This is an optimization exercise on Yosys and OpenROAD, whose aim is small area, a short achievable clock period and few clock cycles, not a production implementation.
The RTL was checked by simulation tests, not by an equivalence proof against the original design.
Power is estimated from default activity; no workload was simulated.

// t1_codec
module t1_codec (
    input  wire        clk,
    input  wire        rst,
    input  wire        tx_in_valid,
    output wire        tx_in_ready,
    input  wire [7:0]  tx_in_data,
    input  wire        tx_in_crc,
    output wire        tx_out_valid,
    input  wire        tx_out_ready,
    output wire [7:0]  tx_out_data,
    output wire        tx_out_last,
    input  wire        rx_in_valid,
    output wire        rx_in_ready,
    input  wire [7:0]  rx_in_data,
    input  wire        rx_in_crc,
    input  wire        rx_ns_slave,
    input  wire        rx_ns_master,
    input  wire        rx_orig_chained,
    input  wire [7:0]  rx_last_tx_pcb,
    output wire        rx_data_valid,
    input  wire        rx_data_ready,
    output wire [7:0]  rx_data,
    output wire        rx_stat_valid,
    input  wire        rx_stat_ready,
    output wire [7:0]  rx_stat_nad,
    output wire [7:0]  rx_stat_pcb,
    output wire [7:0]  rx_stat_len,
    output wire [1:0]  rx_stat_kind,
    output wire [15:0] rx_stat_cksum,
    output wire [2:0]  rx_stat_code
);
    t1_tx_framer u_tx (
        .clk      (clk),
        .rst      (rst),
        .in_valid (tx_in_valid),
        .in_ready (tx_in_ready),
        .in_data  (tx_in_data),
        .in_crc   (tx_in_crc),
        .out_valid(tx_out_valid),
        .out_ready(tx_out_ready),
  ...
For scale: roughly 100 I/O pins, ~5900 um^2 of cells after synthesis.
==> flow/config.mk <==
export PLATFORM = sky130hd
export DESIGN_NAME = t1_codec
export DESIGN_NICKNAME = t1_codec
export VERILOG_FILES = /design/flow/design.v
export SDC_FILE = /design/flow/constraint.sdc
export NUM_CORES = 4
export LEC_CHECK = 0
export ABC_AREA = 1
export CAP_MARGIN = 20
export CORE_MARGIN = 2
export CORE_UTILIZATION = 40
export SETUP_SLACK_MARGIN = 2.0
export SLEW_MARGIN = 20
export BUFFER_PORTS_ARGS = -buffer_cell sky130_fd_sc_hd__buf_1
export CTS_ARGS = -sink_clustering_enable -repair_clock_nets -dont_use_dummy_load -sink_clustering_size 30 -sink_clustering_max_diameter 80 -buf_list {sky130_fd_sc_hd__clkbuf_4 sky130_fd_sc_hd__clkbuf_8}
==> flow/constraint.sdc <==
create_clock -name core_clock -period 4.0 [get_ports {clk}]
set_input_delay 0.8000 -clock core_clock [delete_from_list [all_inputs] [get_ports {clk}]]
set_output_delay 0.8000 -clock core_clock [all_outputs]
set_load 0.01 [all_outputs]
standard.sh (not shown) runs the stock make flow with config.mk's settings and CLKGATE_MAP_FILE= SYNTH_SCRIPT=/design/flow/synth_recipe.tcl, a recipe that flattens the netlist after the stock synthesis.
==> flow/flow/run.sh <==
#!/bin/bash
# The standard layout, with: plain buffers on the ports; sizing free to
# change a cell's footprint; a clock tree of larger clusters of small
# clock buffers without dummy loads; and an area-oriented ABC mapping
# script (flow/abc_area.script) in place of ORFS's (ABC_AREA is set).
# Everything else, registers included, is the standard synthesis and flow.
set -euo pipefail
here=$(pwd)
rm -rf "$here/scripts"
cp -r "$FLOW_HOME/scripts" "$here/scripts"
cp "$here/flow/abc_area.script" "$here/scripts/abc_area.script"
cat >> config.mk <<'MK'
export BUFFER_PORTS_ARGS = -buffer_cell sky130_fd_sc_hd__buf_1
export CTS_ARGS = -sink_clustering_enable -repair_clock_nets -dont_use_dummy_load -sink_clustering_size 30 -sink_clustering_max_diameter 80 -buf_list {sky130_fd_sc_hd__clkbuf_4 sky130_fd_sc_hd__clkbuf_8}
MK
bash standard.sh MATCH_CELL_FOOTPRINT=0 SCRIPTS_DIR="$here/scripts" finish > standard.log 2>&1
==> flow/flow/abc_area.script <==
strash
dch -f
map -D 800
topo
stime -c
buffer -c
upsize -c
dnsize -c
The starting point finished clean.
Testbench counts at the start, summed over its fixed seeds: cycles 17,575.
==> next run, changes <==
--- a/flow/flow/run.sh
+++ b/flow/flow/run.sh
@@ -3,3 +3,3 @@
 # change a cell's footprint; a clock tree of larger clusters of small
-# clock buffers without dummy loads; and an area-oriented ABC mapping
+# clock buffers without dummy loads; and an delay-constrained (map -D), area-recovering ABC mapping
 # script (flow/abc_area.script) in place of ORFS's (ABC_AREA is set).
==> flow/flow/abc_area.script (replaced) <==
strash
dch -f
map -D 1000
topo
stime -c
buffer -c
upsize -c
dnsize -c
--- a/flow/config.mk
+++ b/flow/config.mk
@@ -11,3 +11,3 @@
 export CORE_UTILIZATION = 40
-export SETUP_SLACK_MARGIN = 2.0
+export SETUP_SLACK_MARGIN = 1.85
 export SLEW_MARGIN = 20
Result: The new run completed without violations. Worst setup slack gets worse by 0.042 ns. Total power goes down by about 7.5%. Clock skew goes up by 0.0040 ns. Routed wire length goes down by about 8%. Register-to-register slack gets worse by 0.14 ns.
==> next run, changes <==
--- a/flow/flow/run.sh
+++ b/flow/flow/run.sh
@@ -3,3 +3,3 @@
 # change a cell's footprint; a clock tree of larger clusters of small
-# clock buffers without dummy loads; and an delay-constrained (map -D), area-recovering ABC mapping
+# clock buffers without dummy loads; and an area-oriented ABC mapping
 # script (flow/abc_area.script) in place of ORFS's (ABC_AREA is set).
==> flow/flow/abc_area.script (replaced) <==
strash
dch -f
amap
topo
stime -c
buffer -c
upsize -c
dnsize -c
--- a/flow/config.mk
+++ b/flow/config.mk
@@ -11,3 +11,3 @@
 export CORE_UTILIZATION = 40
-export SETUP_SLACK_MARGIN = 1.85
+export SETUP_SLACK_MARGIN = 2.2
 export SLEW_MARGIN = 20
Effect: The changed run passed the timing, design-rule and antenna checks. Synthesized cell count went down by a few percent. Cell count rose by roughly a tenth. Register-to-register slack got worse by 0.42 ns. Hold slack gets better by 0.035 ns. Wire length is higher by a quarter to a third. Utilization rose by 17 points. Non-clock buffer count rises by 137.
==> next run, changes <==
--- a/flow/flow/run.sh
+++ b/flow/flow/run.sh
@@ -3,3 +3,3 @@
 # change a cell's footprint; a clock tree of larger clusters of small
-# clock buffers without dummy loads; and an area-oriented ABC mapping
+# clock buffers without dummy loads; and an delay-constrained (map -D), area-recovering ABC mapping
 # script (flow/abc_area.script) in place of ORFS's (ABC_AREA is set).
==> flow/flow/abc_area.script (replaced) <==
strash
dch -f
map -D 800
topo
stime -c
buffer -c
upsize -c
dnsize -c
--- a/flow/config.mk
+++ b/flow/config.mk
@@ -11,3 +11,3 @@
 export CORE_UTILIZATION = 40
-export SETUP_SLACK_MARGIN = 2.2
+export SETUP_SLACK_MARGIN = 1.95
 export SLEW_MARGIN = 20
The changed run finished with timing, DRC and antenna clean.
Clock-buffer cell count does not change.
Power fell by 16%.
Area after synthesis went up by 7.6%.
Combinational power came out lower by 34%.
Cell area decreases by 20%.

re-timing with driven ports:
Ports are ideal in the flow. The routed layouts listed here were re-timed in OpenROAD.
Step 1, drivers: a clkbuf_16 drives clk and a buf_2 each remaining input, both assumed.
Step 2 times the ports against the registers' clock, not the clock port: input delays grow and output delays shrink by t, the midpoint of the rising clock arrivals with the driver on.
Three values: ideal ports, drivers, drivers and shift; two values: the first two.
run | t (ns) | slack for setup (ns) | worst setup path after step 2 | cell pins on the clock port's net
the first run | 0.407 | 1.965 / 1.929 / 1.592 | input to register | 1
the second run | 0.422 | 1.924 / 1.871 / 1.600 | input to register | 1
the third run | 0.417 | 1.562 / 1.562 / 1.438 | input to register | 1
the fourth run | 0.398 | 1.940 / 1.917 / 1.711 | input to register | 1
After both steps every run listed still meets setup and hold. For the first run, which loses most, drivers alone change the setup slack by -0.036 ns; drivers and shift together by -0.373 ns.
